Background: an optimization exercise with open tools, aiming at small area, a short achievable clock period and few clock cycles. Do not read the settings as production practice.
Only simulation tests tie the RTL to the original design; equivalence was not proved.
Power figures rest on the tool's default switching activity, not on a simulated workload.

$ cat flow/run.sh
#!/bin/bash
# synth_recipe.tcl (not shown) runs the flow's synth.tcl, then flattens the netlist and writes it again
# the make line also repeats each setting of config.mk as NAME=value (left out here)
make -C /OpenROAD-flow-scripts/flow DESIGN_CONFIG=/design/flow/config.mk WORK_HOME=/design/flow/orfs CLKGATE_MAP_FILE= SYNTH_SCRIPT=/design/flow/synth_recipe.tcl finish
$ cat flow/config.mk
export PLATFORM = sky130hd
export DESIGN_NAME = rsu_radix
export DESIGN_NICKNAME = rsu_radix
export VERILOG_FILES = /design/flow/design.v
export SDC_FILE = /design/flow/constraint.sdc
export NUM_CORES = 4
export LEC_CHECK = 0
export CAP_MARGIN = 20
export CORE_MARGIN = 2
export CORE_UTILIZATION = 40
export SLEW_MARGIN = 20
$ cat flow/constraint.sdc
create_clock -name core_clock -period 8.0 [get_ports {clk}]
set_input_delay 1.6000 -clock core_clock [delete_from_list [all_inputs] [get_ports {clk}]]
set_output_delay 1.6000 -clock core_clock [all_outputs]
set_load 0.01 [all_outputs]
$ cat flow/design.v
module rsu_radix (
    input  wire        clk,
    input  wire        rst,         
    input  wire        start,
    input  wire [7:0]  cmd,         
    input  wire [15:0] len,         
    input  wire [63:0] val,         
    output wire        ready,
    input  wire        in_valid,
    input  wire [7:0]  in_data,
    output wire        in_ready,
    output wire        out_valid,
    output wire [7:0]  out_data,
    input  wire        out_ready,
    output reg         done,
    output reg  [2:0]  err,
    output reg  [15:0] out_len,
    output reg  [63:0] res          
);
    localparam [4:0] OP_BIN_ENC     = 5'h01,
                     OP_BIN_DEC     = 5'h02,
                     OP_BIN_ENC_INT = 5'h03,
                     OP_BIN_DEC_INT = 5'h04,
                     OP_HEX_ENC     = 5'h05,
                     OP_HEX_DEC     = 5'h06,
                     OP_HEX_ENC_INT = 5'h07,
                     OP_HEX_DEC_INT = 5'h08,
                     OP_B64_ENC     = 5'h09,
                     OP_B64_DEC     = 5'h0A;
    localparam [2:0] ERR_OK        = 3'd0,
                     ERR_INVALID   = 3'd1,
                     ERR_ILLEGAL   = 3'd4,
                     ERR_BAD_LEN   = 3'd5;
    localparam [15:0] IBUF_SIZE = 16'd4096;
    localparam [2:0] S_IDLE   = 3'd0,
                     S_FETCH  = 3'd1,    
                     S_EMIT   = 3'd2,    
                     S_EMIT1  = 3'd3,    
                     S_TAIL   = 3'd4,    
                     S_FINISH = 3'd5;    
    reg [2:0]  state;
    reg [4:0]  op;
    reg        delim;
    reg [1:0]  wsel;         
    reg [63:0] ival;         
    reg [63:0] racc;         
    reg [3:0]  nbytes;       
    reg [15:0] remaining;    
    reg        first;        
    reg [23:0] cur;          
    reg [1:0]  nacc;         
    reg        pfx;          
    reg [3:0]  idx;          
    reg [3:0]  nemit;        
    reg [1:0]  pad;          
    reg [7:0]  acc;          
    reg [2:0]  dcnt;         
    reg [5:0]  last6;        
    reg        eq_seen;      
    reg [1:0]  qcnt;         
    reg        bad;          
    reg [7:0]  obyte;        
    reg [15:0] outcnt;
    reg [2:0]  res_err;
    wire [4:0] cmd_op    = cmd[4:0];
    wire       cmd_delim = cmd[5];
    reg        cmd_legal;
    always @(*) begin
        case (cmd_op)
            OP_BIN_ENC, OP_HEX_ENC:             cmd_legal = (cmd[7:6] == 2'b00);
            OP_BIN_ENC_INT, OP_HEX_ENC_INT:     cmd_legal = 1'b1;
            OP_BIN_DEC_INT, OP_HEX_DEC_INT:     cmd_legal = (cmd[5] == 1'b0);
            OP_BIN_DEC, OP_HEX_DEC,
            OP_B64_ENC, OP_B64_DEC:             cmd_legal = (cmd[7:5] == 3'b000);
            default:                            cmd_legal = 1'b0;
        endcase
    end
    wire cmd_int_enc = (cmd_op == OP_BIN_ENC_INT) || (cmd_op == OP_HEX_ENC_INT);
    reg [63:0] val_aligned;
    always @(*) begin
        case (cmd[7:6])
            2'd0:    val_aligned = {val[7:0],  56'd0};
            2'd1:    val_aligned = {val[15:0], 48'd0};
            2'd2:    val_aligned = {val[31:0], 32'd0};
            default: val_aligned = val;
        endcase
    end
    wire bin_enc = (op == OP_BIN_ENC) || (op == OP_BIN_ENC_INT);
    wire hex_enc = (op == OP_HEX_ENC) || (op == OP_HEX_ENC_INT);
    wire int_enc = (op == OP_BIN_ENC_INT) || (op == OP_HEX_ENC_INT);
    wire bin_dec = (op == OP_BIN_DEC) || (op == OP_BIN_DEC_INT);
    wire hex_dec = (op == OP_HEX_DEC) || (op == OP_HEX_DEC_INT);
    wire int_dec = (op == OP_BIN_DEC_INT) || (op == OP_HEX_DEC_INT);
    wire [3:0] wbytes = 4'd1 << wsel;
    wire [7:0] c = in_data;
    wire [7:0] src = int_enc ? ival[63:56] : in_data;    
    wire is_space = (c == 8'h20);
    wire is_bin   = (c == 8'h30) || (c == 8'h31);
    reg        hex_ok;
    reg  [3:0] hex_val;
    always @(*) begin
        hex_ok  = 1'b1;
        hex_val = 4'd0;
        if (c >= 8'h30 && c <= 8'h39)      hex_val = c[3:0];
        else if (c >= 8'h41 && c <= 8'h46) hex_val = c[3:0] + 4'd9;
        else if (c >= 8'h61 && c <= 8'h66) hex_val = c[3:0] + 4'd9;
        else                               hex_ok  = 1'b0;
    end
    reg        b64_ok;
    reg  [5:0] b64_val;
    always @(*) begin
        b64_ok  = 1'b1;
        b64_val = 6'd0;
        if (c >= 8'h41 && c <= 8'h5A)      b64_val = c - 8'h41;
        else if (c >= 8'h61 && c <= 8'h7A) b64_val = c - 8'h61 + 8'd26;
        else if (c >= 8'h30 && c <= 8'h39) b64_val = c - 8'h30 + 8'd52;
        else if (c == 8'h2B)               b64_val = 6'd62;
        else if (c == 8'h2F)               b64_val = 6'd63;
        else                               b64_ok  = 1'b0;
    end
    wire is_eq = (c == 8'h3D);
    wire [3:0] k = idx - {3'd0, pfx};    
    reg  [3:0] nib;
    reg  [5:0] sext;
    reg  [7:0] enc_char;
    always @(*) begin
        nib  = (k == 4'd0) ? cur[7:4] : cur[3:0];
        case (k[1:0])
            2'd0:    sext = cur[23:18];
            2'd1:    sext = cur[17:12];
            2'd2:    sext = cur[11:6];
            default: sext = cur[5:0];
        endcase
        enc_char = 8'h20;
        if (pfx && idx == 4'd0) begin
            enc_char = 8'h20;
        end else begin
            case (1'b1)
                bin_enc: enc_char = cur[3'd7 - k[2:0]] ? 8'h31 : 8'h30;
                hex_enc: enc_char = (nib < 4'd10) ? (8'h30 + {4'd0, nib})
                                                  : (8'h41 + {4'd0, nib} - 8'd10);
                default: begin
                    if ((k == 4'd3 && pad != 2'd0) || (k == 4'd2 && pad == 2'd2))
                        enc_char = 8'h3D;
                    else if (sext < 6'd26) enc_char = 8'h41 + {2'd0, sext};
                    else if (sext < 6'd52) enc_char = 8'h61 + {2'd0, sext} - 8'd26;
                    else if (sext < 6'd62) enc_char = 8'h30 + {2'd0, sext} - 8'd52;
                    else if (sext == 6'd62) enc_char = 8'h2B;
                    else                   enc_char = 8'h2F;
                end
            endcase
        end
    end
    assign ready     = (state == S_IDLE);
    assign in_ready  = (state == S_FETCH) && (remaining != 16'd0) && !int_enc;
    assign out_valid = (state == S_EMIT) || (state == S_EMIT1);
    assign out_data  = (state == S_EMIT1) ? obyte : enc_char;
    always @(posedge clk) begin
        if (rst) begin
            state   <= S_IDLE;
            done    <= 1'b0;
            err     <= ERR_OK;
            out_len <= 16'd0;
            res     <= 64'd0;
        end else begin
            done <= 1'b0;
            case (state)
                S_IDLE: begin
                    if (start) begin
                        op        <= cmd_op;
                        delim     <= cmd_delim;
                        wsel      <= cmd[7:6];
                        ival      <= val_aligned;
                        racc      <= 64'd0;
                        nbytes    <= 4'd0;
                        remaining <= cmd_int_enc ? ({15'd0, 1'b1} << cmd[7:6]) : len;
                        first     <= 1'b1;
                        nacc      <= 2'd0;
                        pad       <= 2'd0;
                        dcnt      <= 3'd0;
                        eq_seen   <= 1'b0;
                        qcnt      <= 2'd0;
                        bad       <= 1'b0;
                        outcnt    <= 16'd0;
                        if (!cmd_legal) begin
                            res_err <= ERR_ILLEGAL;
                            state   <= S_FINISH;
                        end else if (len > IBUF_SIZE && !cmd_int_enc) begin
                            res_err <= ERR_BAD_LEN;
                            state   <= S_FINISH;
                        end else begin
                            res_err <= ERR_OK;
                            state   <= S_FETCH;
                        end
                    end
                end
                S_FETCH: begin
                    if (remaining == 16'd0) begin
                        state <= S_TAIL;
                    end else if (int_enc || in_valid) begin
                        remaining <= remaining - 16'd1;
                        if (bin_enc || hex_enc) begin
                            cur[7:0] <= src;
                            ival     <= {ival[55:0], 8'd0};
                            pfx      <= delim && !first;
                            first    <= 1'b0;
                            idx      <= 4'd0;
                            if (bin_enc)
                                nemit <= (delim && !first) ? 4'd9 : 4'd8;
                            else
                                nemit <= (delim && !first) ? 4'd3 : 4'd2;
                            state    <= S_EMIT;
                        end else if (op == OP_B64_ENC) begin
                            cur <= {cur[15:0], c};
                            pfx <= 1'b0;
                            idx <= 4'd0;
                            if (nacc == 2'd2) begin
                                nacc  <= 2'd0;
                                nemit <= 4'd4;
                                state <= S_EMIT;
                            end else begin
                                nacc  <= nacc + 2'd1;
                            end
                        end else if (bin_dec) begin
                            if (is_bin) begin
                                acc  <= {acc[6:0], c[0]};
                                dcnt <= dcnt + 3'd1;
                                if (dcnt == 3'd7) begin
                                    obyte <= {acc[6:0], c[0]};
                                    if (int_dec) begin
                                        racc <= {racc[55:0], acc[6:0], c[0]};
                                        if (nbytes != 4'd15) nbytes <= nbytes + 4'd1;
                                    end else if (!bad) begin
                                        state <= S_EMIT1;
                                    end
                                end
                            end else if (!is_space) begin
                                bad <= 1'b1;
                            end
                        end else if (hex_dec) begin
                            if (hex_ok) begin
                                acc  <= {acc[3:0], hex_val};
                                dcnt <= {2'b00, ~dcnt[0]};
                                if (dcnt[0]) begin
                                    obyte <= {acc[3:0], hex_val};
                                    if (int_dec) begin
                                        racc <= {racc[55:0], acc[3:0], hex_val};
                                        if (nbytes != 4'd15) nbytes <= nbytes + 4'd1;
                                    end else if (!bad) begin
                                        state <= S_EMIT1;
                                    end
                                end
                            end else if (!is_space) begin
                                bad <= 1'b1;
                            end
                        end else begin  
                            if (is_eq) begin
                                eq_seen <= 1'b1;
                                if (qcnt != 2'd3) qcnt <= qcnt + 2'd1;
                            end else if (b64_ok && !eq_seen) begin
                                last6 <= b64_val;
                                dcnt  <= {1'b0, dcnt[1:0] + 2'd1};
                                case (dcnt[1:0])
                                    2'd0: ;
                                    2'd1: obyte <= {last6, b64_val[5:4]};
                                    2'd2: obyte <= {last6[3:0], b64_val[5:2]};
                                    default: obyte <= {last6[1:0], b64_val};
                                endcase
                                if (dcnt[1:0] != 2'd0 && !bad) state <= S_EMIT1;
                            end else begin
                                bad <= 1'b1;
                            end
                        end
                    end
                end
                S_EMIT: begin
                    if (out_ready) begin
                        idx    <= idx + 4'd1;
                        outcnt <= outcnt + 16'd1;
                        if (idx == nemit - 4'd1)
                            state <= (pad != 2'd0) ? S_FINISH : S_FETCH;
                    end
                end
                S_EMIT1: begin
                    if (out_ready) begin
                        outcnt <= outcnt + 16'd1;
                        state  <= S_FETCH;
                    end
                end
                S_TAIL: begin
                    state <= S_FINISH;
                    case (op)
                        OP_B64_ENC: begin
                            if (nacc != 2'd0) begin
                                cur   <= (nacc == 2'd1) ? {cur[7:0], 16'd0}
                                                        : {cur[15:0], 8'd0};
                                pad   <= (nacc == 2'd1) ? 2'd2 : 2'd1;
                                pfx   <= 1'b0;
                                idx   <= 4'd0;
                                nemit <= 4'd4;
                                state <= S_EMIT;
                            end
                        end
                        OP_BIN_DEC: if (bad || dcnt != 3'd0)   res_err <= ERR_INVALID;
                        OP_HEX_DEC: if (bad || dcnt[0])        res_err <= ERR_INVALID;
                        OP_BIN_DEC_INT, OP_HEX_DEC_INT: begin
                            if (bad || (bin_dec && dcnt != 3'd0) || (hex_dec && dcnt[0])
                                    || nbytes != wbytes)
                                res_err <= ERR_INVALID;
                            else
                                res <= racc;
                        end
                        OP_B64_DEC: begin
                            if (bad || dcnt[1:0] == 2'd1)
                                res_err <= ERR_INVALID;
                            else if (qcnt != 2'd0 && qcnt != (2'd0 - dcnt[1:0]))
                                res_err <= ERR_INVALID;
                        end
                        default: ;
                    endcase
                end
                default: begin  
                    done    <= 1'b1;
                    err     <= res_err;
                    out_len <= (res_err == ERR_OK) ? outcnt : 16'd0;
                    state   <= S_IDLE;
                end
            endcase
        end
    end
endmodule
==> impl_metrics.ini <==
[status]
outcome = complete, no violations

[hold_path]
whs_path_depth = 2
hold_path_class = flop to flop
whs_endpoint = res[63]
hp-start = res[63]

[sta]
hold_viol = 0
rsz0062_at_grt = no
layout_min_cycle_time_ps = 6140
drv_slew = 0
tns_ps = 0
finalCritPeriodShare_pct = 76.8
fin_skew_ps = 26.3
worst_slew_pin_slew_ps = 953
relSlewSlack_pct = 36.5
final.setup.worst_slack_ps = 1860
setup_viol = 0
fmax_mhz = 163

[synth]
synth_nets = 1742
synthDistinctLibCells = 78
ys_seq_area_share_pct = 54.6
synth_edf_count = 240
netlist_area_sq_um = 16400
ys_seq_elements = 326
syn_area_per_cell_sq_um = 10.2
synth-main-ff-cell = edfxtp_1
async_flop_share_pct = 0
synth_cells = 1607
synth_warnings = 1

[power]
peakVddDrop_uv = 162
power.density_nw_per_um2 = 270
finalPower_uw = 5380
leakagePower_uw = 0.00703

[setup_path]
cp-startpoint = idx[0]
path_cells = inv_1, ha_1, ha_1, mux4_2, inv_1, ha_1, o41ai_2, o21ai_1, and3b_1, o41ai_1, clkdlybuf4s50_1
reg2reg_setup_slack_ps = 4180
cp_max_fo = 13
r2r-end = racc[59]
criticalPathCategory = flop to output port
arrival_ps = 4540
cp_top_family = compound AO/OA/AOI/OAI gates
cpMaxStageDelayCell = o41ai_2
rr_worst_depth = 8
critPathLaunchType = flop
crit_path_end_kind = output port
cp_data_required_time_ps = 6400
max_stage_delay_ps = 630
r2r-start = op[3]
crit_buf_inv = 3
crit_path_frequent_cell = ha_1

[global_routing]
grt_overflow = 0
grt_use_total_pct = 19.5
grt_pass1_vias = 11869
antenna_found_initial = 2
grt_first_pass_wirelength_um = 65300
grt_start_max_net_pins = 89

[layout]
stdcell_count = 2317
final_cell_mix = 304 x nand2_1, 240 x edfxtp_1, 193 x clkdlybuf4s50_1
multi_input_area_sq_um = 6890
layout.nets = 1888
fillers = 3653
final_common_cell = nand2_1
regArea_sq_um = 8930
drive_above_1_share_pct = 7.74
area_delta_synth_final_pct = 22.0

[clock_tree]
cts_buffers = 38
ctsResizeCount = 0
cts_sinks = 326
cts-root-buf = clkbuf_16
tritoncts = built
htreeDepth = 2
worstSkewPairLatency_ps = 560
clk_pin_slew_worst_paths_ps = 60
cts_setup_buffers = 0
clock_path_buffers = 3
ctsHoldBuffers = 0

[die]
num_rows = 74
die_area_sq_um = 42500
ios = 196
fp.coreArea_sq_um = 40600
die_x_um = 206
die_y_um = 206
start_util_pct = 40.3

[route]
wl_um = 42000
viasPerCell = 5.44
first_iter_violations = 1052
vias = 12599
dr.pass1.iters = 5
wl_per_cell_um = 18.1
drtAntennaViolNets = 0
route.detailed.drc = 0

[placement]
place.gp.congestion = 0.907
hpwl_um = 28800
dp.cells = 2245
place_ws_ps = 2410
io_buffer_count = 194

[job]
cap_violations = 0
==> layout make-up <==
cell class                 instances  share of cell area [%]
inverter                          40                   0.765
antenna                            2                  0.0251
timing repair buffer             212                    10.4
sequential                       326                    44.8
tap                              532                    3.34
multi-input combinational       1135                    34.6
clock buffer                      46                    5.13
clock inverter                    24                    1.02
==> logic make-up after synthesis <==
logic type      count (synthesis)  share of synthesized area, %
simple gates                  686                          19.5
flops                         326                          54.6
compound gates                306                          12.2
buf+inv                       146                          3.58
mux                            59                          4.85
xor+xnor                       49                          2.62
fa+ha+maj                      34                          2.60
other cells                     1                        0.0229
==> state kept, by name (all words and copies together), names as in the netlist, 4 cells and up <==
| name | flops |
|---|---|
| idx | 4 |
| nbytes | 4 |
| out_len | 16 |
| obyte | 8 |
| cur | 24 |
| racc | 64 |
| outcnt | 16 |
| ival | 64 |
| remaining | 16 |
| last6 | 6 |
| nemit | 4 |
| res | 64 |
| op | 5 |
| acc | 7 |
==> stage by stage <==
stage	util (%)	area, sq um	hold slack (ps)
detailed placement	46.1	18700	445
finish	49.2	19900	447
floorplan	-	16400	476
CTS	49.1	19900	451
global placement	46.1	18700	439
global route	49.2	19900	468
==> routing by layer <==
layer | up-vias | global-route usage, % | wire length [um]
met5 | - | 0 | 0
met1 | 6041 | 27.7 | 19300
met3 | 57 | 3.74 | 2820
met4 | 0 | 6.22 | 914
li1 | 6083 | - | -
met2 | 418 | 30.1 | 19000
==> synth_stat cells, types with 5 or more instances <==
library cell / count / area share, %
xnor2_1: 31 / 1.7
ha_1: 34 / 2.6
edfxtp_1: 240 / 44
or3_1: 8 / 0.31
a21oi_1: 116 / 3.6
nand2b_1: 6 / 0.23
a211oi_1: 7 / 0.32
and3_1: 20 / 0.77
o21ai_1: 8 / 0.24
and2_1: 67 / 2.6
buf_1: 7 / 0.16
o211ai_1: 6 / 0.28
dfxtp_1: 86 / 11
a31oi_1: 11 / 0.42
nor2_1: 125 / 2.9
o21ai_0: 46 / 1.4
or4_1: 5 / 0.23
nor2b_1: 20 / 0.77
nand3_1: 53 / 1.6
mux4_2: 14 / 1.9
clkbuf_1: 81 / 1.9
mux2_2: 22 / 1.5
nor3b_1: 6 / 0.28
nor3_1: 37 / 1.1
mux2i_1: 23 / 1.4
a21o_1: 6 / 0.28
nand4_1: 9 / 0.34
xor2_1: 18 / 0.96
buf_2: 15 / 0.46
a22o_1: 27 / 1.4
nand2_1: 304 / 7.0
a221oi_1: 25 / 1.3
inv_1: 37 / 0.85
nor4_1: 9 / 0.34
==> worst reg2reg max path, delay by kind of cell, from the launching register on <==
| kind | cells | cell delay, ps |
|---|---|---|
| AOI/OAI and AO/OA | 2 | 480 |
| buffers and inverters | 2 | 950 |
| DFF | 1 | 590 |
| and+or+nand+nor | 4 | 1390 |
==> power breakdown <==
part	leakage [uW]	total, uW	switching, uW	internal [uW]
clock	0.000598	1690	709	986
sequential	0.00293	2380	177	2200
combinational	0.00351	1310	820	485
total	0.00703	5380	1710	3670
==> worst max path at each step <==
stage | endpoint | slack [ps] | cells after the start
final | out_data[3] | 1860 | 11
after global routing | out_data[2] | 1440 | 13
after CTS | out_data[3] | 1810 | 11
after floorplan | racc[0] | 90 | 9
after detailed placement | out_data[3] | 2410 | 11
after global placement | out_data[3] | 2410 | 11
Testbench counts, summed over its fixed seeds: cycles 37,476.

-- afterwards: timing with drivers on the ports --
In the flow no input, the clock included, has a driving cell. The finished layout below was timed again as built, in two steps.
Step 1 assumes that a clkbuf_16 drives the clock port and a buf_2 every other input.
Step 2 moves the port delays by t, midway between the first and last clock arrival at a register: inputs arrive t later, outputs are due t later. That takes back most of the time a late clock gives input paths.
Three values: no drivers, after step 1, after step 2; two values: the first two.
shift t [ns]: 0.600
slack for setup (ns): 1.856 / 1.801 / 2.401
worst slew at a driven data input, ns: 0.08
After both steps setup and hold are still met in this run. For this run, drivers alone change the setup slack by -0.055 ns; drivers and shift together by +0.545 ns.
